This design comes from an exercise in tuning for small area on the open sky130 flow, not from production work. In this exercise RTL edits were held to simulation tests only and were not proved equivalent to the original. No activity file was given, so power comes from the tool's default toggle rates.

lane 1:
## rgbvm_core
module rgbvm_core (
    input  wire        clk,
    input  wire        rst,
    input  wire        start,
    input  wire [31:0] entry_ip,
    input  wire [16:0] entry_sp,
    input  wire [16:0] stack_top,
    input  wire [16:0] stack_low,
    input  wire        budget_en,
    input  wire [31:0] budget,
    output wire        busy,
    output reg         done,
    output wire [2:0]  status,
    output wire [31:0] res_ip,
    output wire [16:0] res_sp,
    output wire [31:0] res_count,
    output reg         mem_en,
    output reg         mem_we,
    output wire [15:0] mem_addr,
    output wire [7:0]  mem_wdata,
    input  wire [7:0]  mem_rdata,
    output wire        call_req,
    output wire [7:0]  call_id,
    output wire [16:0] call_sp,
    input  wire        call_ack,
    input  wire        call_ok,
    output wire        out_req,
    output wire [7:0]  out_data,
    input  wire        out_ack,
    input  wire        out_ok
);
    localparam [2:0] ST_HALTED    = 3'd0;
    localparam [2:0] ST_INVALIDOP = 3'd1;
    localparam [2:0] ST_OVERFLOW  = 3'd2;
    localparam [2:0] ST_UNDERFLOW = 3'd3;
    localparam [2:0] ST_DIVZERO   = 3'd4;
    localparam [2:0] ST_INVCALL   = 3'd5;
    localparam [2:0] ST_OOB       = 3'd6;
    localparam [2:0] ST_YIELDED   = 3'd7;
    localparam [7:0] OP_NOOP  = 8'h00, OP_PUSH  = 8'h01, OP_POP   = 8'h02,
                     OP_PC8   = 8'h03, OP_PC16  = 8'h04, OP_PC32  = 8'h05,
                     OP_DUP   = 8'h06, OP_SWAP  = 8'h07, OP_POP8  = 8'h08,
                     OP_PUSH8 = 8'h09, OP_CONS  = 8'h0A, OP_OUT   = 8'h0E,
                     OP_HALT  = 8'h0F, OP_ADD   = 8'h10, OP_SUB   = 8'h11,
                     OP_MUL   = 8'h12, OP_DIV   = 8'h13, OP_MOD   = 8'h14,
  ...
For scale: roughly 1400 cells after synthesis, ~280 I/O pins, ~0.011 mm^2 of cells after synthesis.
clock: 9.5 ns
lec_check: 0
abc_area: 1
cap_margin: 20
core_margin: 2
core_utilization: 40
slew_margin: 20
standard.sh (not shown) runs the stock make flow with config.mk's settings and CLKGATE_MAP_FILE= SYNTH_SCRIPT=/design/flow/synth_recipe.tcl, a recipe that flattens the netlist after the stock synthesis.
==> flow/flow/run.sh <==
#!/bin/bash
# The standard layout with three changes: port buffers from the smallest
# buffer cell, a clock tree of clkbuf_8 without dummy loads, and the
# floorplan's combinational cells set to their smallest drive strength before
# placement (the later repair steps size up what timing needs).
set -euo pipefail
export BUFFER_PORTS_ARGS="-buffer_cell sky130_fd_sc_hd__buf_1"
export CTS_ARGS="-sink_clustering_enable -repair_clock_nets -dont_use_dummy_load -buf_list sky130_fd_sc_hd__clkbuf_8"
bash standard.sh floorplan > standard_floorplan.log 2>&1
export DS_DB="orfs/results/${FLOW_PLATFORM}/rgbvm_core/base/2_floorplan.odb"
export DS_DONT_USE="$(make -s -f - print-dont-use <<'MK' 2>/dev/null || true
include config.mk
print-dont-use: ; @echo $(DONT_USE_CELLS)
MK
)"
openroad -no_init -exit flow/downsize.tcl > downsize.log 2>&1
bash standard.sh finish > standard_finish.log 2>&1
==> flow/flow/downsize.tcl <==
# Swap each combinational cell of the floorplan for the smallest cell of its
# family (same function and pins, lower drive strength). Flip-flops, clock
# cells and tap cells keep their masters. Later repair steps size cells up
# again where timing, slew or capacitance call for it.
read_db $::env(DS_DB)
set db [ord::get_db]
set block [ord::get_db_block]
set dont_use [split $::env(DS_DONT_USE)]
set swapped 0
set saved 0
foreach inst [$block getInsts] {
    set master [$inst getMaster]
    set name [$master getName]
    if {![regexp {^(sky130_fd_sc_hd__[a-z0-9]+)_([0-9]+)$} $name -> base drive]} {
        continue
    }
    if {[regexp {__(df|edf|sdf|dl|sdl|clk|tap|fill|decap|conb|diode|lpflow|probe)} $base]} {
        continue
    }
    set best $master
    foreach d {0 1 2 4} {
        set cand [$db findMaster ${base}_$d]
        if {$cand == "NULL" || $cand eq ""} { continue }
        if {[lsearch -exact $dont_use [$cand getName]] >= 0} { continue }
        if {[$cand getWidth] < [$best getWidth]} { set best $cand }
    }
    if {$best ne $master} {
        incr saved [expr {[$master getWidth] - [$best getWidth]}]
        $inst swapMaster $best
        incr swapped
    }
}
puts "downsize: swapped $swapped cells, width saved $saved dbu"
write_db $::env(DS_DB)
What the final checks of lane 1 revealed, after a flow that finished every stage, was a layout that fails on setup timing.
#### Input delta (lane 2 over lane 1)
diff --git a/flow/design.v b/flow/design.v
--- a/flow/design.v
+++ b/flow/design.v
@@ -78,22 +78,22 @@
     reg [16:0] sp;
     reg [31:0] count;
     reg [6:0]  op;        
     reg [31:0] R;
     reg [2:0]  i;         
     reg        ph;        
     wire [4:0] k = ip[21:17];
     reg        c;         
     reg        z;         
-    reg        pm;        
-    reg        fa;        
-    reg        fb;        
-    reg        mb;        
+    wire       pm = ip[22];    
+    wire       fa = ip[23];    
+    wire       fb = ip[24];    
+    wire       mb = ip[25];    
     assign res_ip    = ip;
     assign res_sp    = sp;
     assign res_count = count;
     assign busy      = !(state[4] && state[3]);
     assign status    = state[2:0];
     function op_valid(input [7:0] o);
         case (o)
             OP_NOOP, OP_PUSH, OP_POP, OP_PC8, OP_PC16, OP_PC32, OP_DUP, OP_SWAP,
             OP_POP8, OP_PUSH8, OP_CONS, OP_OUT, OP_HALT,
@@ -220,20 +220,19 @@
     assign out_req  = (state == S_HOST) && (opc == OP_OUT);
     assign call_id  = R[31:24];
     assign out_data = R[31:24];
     assign call_sp  = sp;
     assign mem_wdata = alu_o;
     reg        b_ip, nos, spo;
     reg [1:0]  oj;
     wire [3:0]  off  = spo ? {room, 3'b100} :
                        (state == S_OPND) ? {1'b0, i} : {1'b0, nos, oj};
-    wire [18:0] adr_s = add18(b_ip ? {2'b00, ip[15:0]} : {1'b0, sp}, {{14{off[3]}}, off}, 1'b0);
-    wire [17:0] adr   = adr_s[17:0];
+    wire [17:0] adr   = (b_ip ? {2'b00, ip[15:0]} : {1'b0, sp}) + {{14{off[3]}}, off};
     assign mem_addr = adr[15:0];
     wire        sp_eq     = (adr[16:2] == stack_top[16:2]);
     wire        chk_under = room && (adr[17] || lt17(adr[16:0], stack_low));
     always @(*) begin
         mem_en = 1'b0;
         mem_we = 1'b0;
         b_ip   = 1'b0;
         spo    = 1'b0;
         nos    = is_bin;
@@ -250,19 +249,19 @@
                 oj     = 2'd0;
                 nos    = 1'b0;
             end
             S_OPND: begin
                 mem_en = !ph;
                 b_ip   = 1'b1;
             end
             S_SEXT: begin
                 bsl = B_0;
-                ia  = fa;
+                ia  = R[31];
             end
             S_LD: begin
                 mem_en = !ph;
                 nos    = 1'b0;
             end
             S_RMW: begin
                 mem_en = 1'b1;
                 mem_we = ph;
                 case (opc)
@@ -423,19 +422,18 @@
                     else if (op_len(mem_rdata) == 3'd1)
                         state <= S_CHK;
                     else
                         state <= S_OPND;
                 end
                 S_OPND: begin
                     ph <= !ph;
                     if (ph) begin
                         shift_r;
-                        fa <= mem_rdata[7];
                         i  <= i_inc;
                         if (i_inc == len)
                             state <= (opc == OP_PC8 || opc == OP_PC16) ? S_SEXT : S_CHK;
                     end
                 end
                 S_SEXT: begin
                     shift_r;
                     i <= i_inc;
                     if (i == 3'd4)
@@ -472,19 +470,20 @@
                         endcase
                     end
                 end
                 S_LD: begin
                     ph <= !ph;
                     if (ph) begin
                         if (opc != OP_JRNZ && opc != OP_JRZ)
                             shift_r;
                         if (mem_rdata != 8'd0) z <= 1'b0;
-                        fb <= mem_rdata[7];
+                        if (is_div)
+                            ip[24] <= mem_rdata[7];
                         i  <= i_inc;
                         if (last || opc == OP_OUT) begin
                             case (opc)
                                 OP_OUT: state <= S_HOST;
                                 OP_JRNZ, OP_JRZ: pass(S_IPA, 1'b0);
                                 OP_SWAP: pass(S_COPY, 1'b0);
                                 OP_ADD: pass(S_RMW, 1'b0);
                                 OP_SUB: pass(S_RMW, 1'b1);
                                 OP_DIV, OP_MOD: begin
@@ -498,27 +497,27 @@
                                     z <= 1'b1;
                                 end
                             endcase
                         end
                     end
                 end
                 S_SGN0: begin
                     ph <= !ph;
                     if (ph) begin
-                        fa <= mem_rdata[7];
+                        ip[23] <= mem_rdata[7];
                         pass(S_RMW, mem_rdata[7]);
                     end
                 end
                 S_SGN: begin
                     ph <= !ph;
                     if (ph) begin
-                        mb <= mem_rdata[7];
-                        pm <= (opc == OP_MUL) ? 1'b0 : mem_rdata[7];
+                        ip[25] <= mem_rdata[7];
+                        ip[22] <= (opc == OP_MUL) ? 1'b0 : mem_rdata[7];
                         if (opc == OP_MUL)
                             pass(S_MPASS, 1'b0);
                         else
                             pass(S_DTRY, !fb);
                     end
                 end
                 S_RMW: begin
                     ph <= !ph;
                     if (ph) begin
@@ -572,19 +571,19 @@
                     i <= i_inc;
                     ip[21:17] <= 5'd31;
                     if (last)
                         pass(S_SGN, 1'b0);
                 end
                 S_MPASS, S_DTRY, S_DRST: begin
                     ph <= !ph;
                     if (ph) begin
                         c  <= alu_c;
-                        pm <= R[7];
+                        ip[22] <= R[7];
                         shift_r;
                         i  <= i_inc;
                         if (last) begin
                             if (state == S_MPASS)
                                 pass(S_SHL, 1'b0);
                             else if (state == S_DTRY && !alu_c)
                                 pass(S_DRST, fb);
                             else
                                 pass(S_SHL, state == S_DTRY);
Findings:
Lane 1 has a lower pre-CTS setup slack than lane 2. In lane 2, floorplan die width is higher than in lane 1. Relative to lane 1, minimum setup slack in the final design has gone up in lane 2. Diff lane 1 -> lane 2 | cell total after placement | down by a few percent. Lane 2 reached the final stage; the timing, design-rule and antenna checks on its layout passed. Relative to lane 1, the combined area of all synthesized cells of lane 2 is higher by 180 um^2. Lane 2 and lane 1 ended up with roughly the same share of total power in the clock network. The power after layout of lane 2 falls short of that of lane 1 by about 8%.

==> separate check: timing with driven ports <==
In the flow no input, the clock included, has a driving cell. The finished layouts below were timed again as built, in two steps.
Step 1 assumes that a clkbuf_16 drives the clock port and a buf_2 every other input.
Step 2 moves the port delays by t, midway between the first and last clock arrival at a register: inputs arrive t later, outputs are due t later. That takes back most of the time a late clock gives input paths.
a / b / c = no drivers / after step 1 / after step 2; a / b = the first two.
run | shift t [ns] | setup slack, ns | clock arrival spread, ns
lane 1 | 0.504 | -0.220 / -0.262 / 0.075 | 0.025 / 0.025
lane 2 | 0.494 | 0.260 / 0.238 / 0.238 | 0.039 / 0.040
The setup slack of lane 2, which loses most, moves by -0.022 ns with the drivers and by -0.022 ns with both steps.
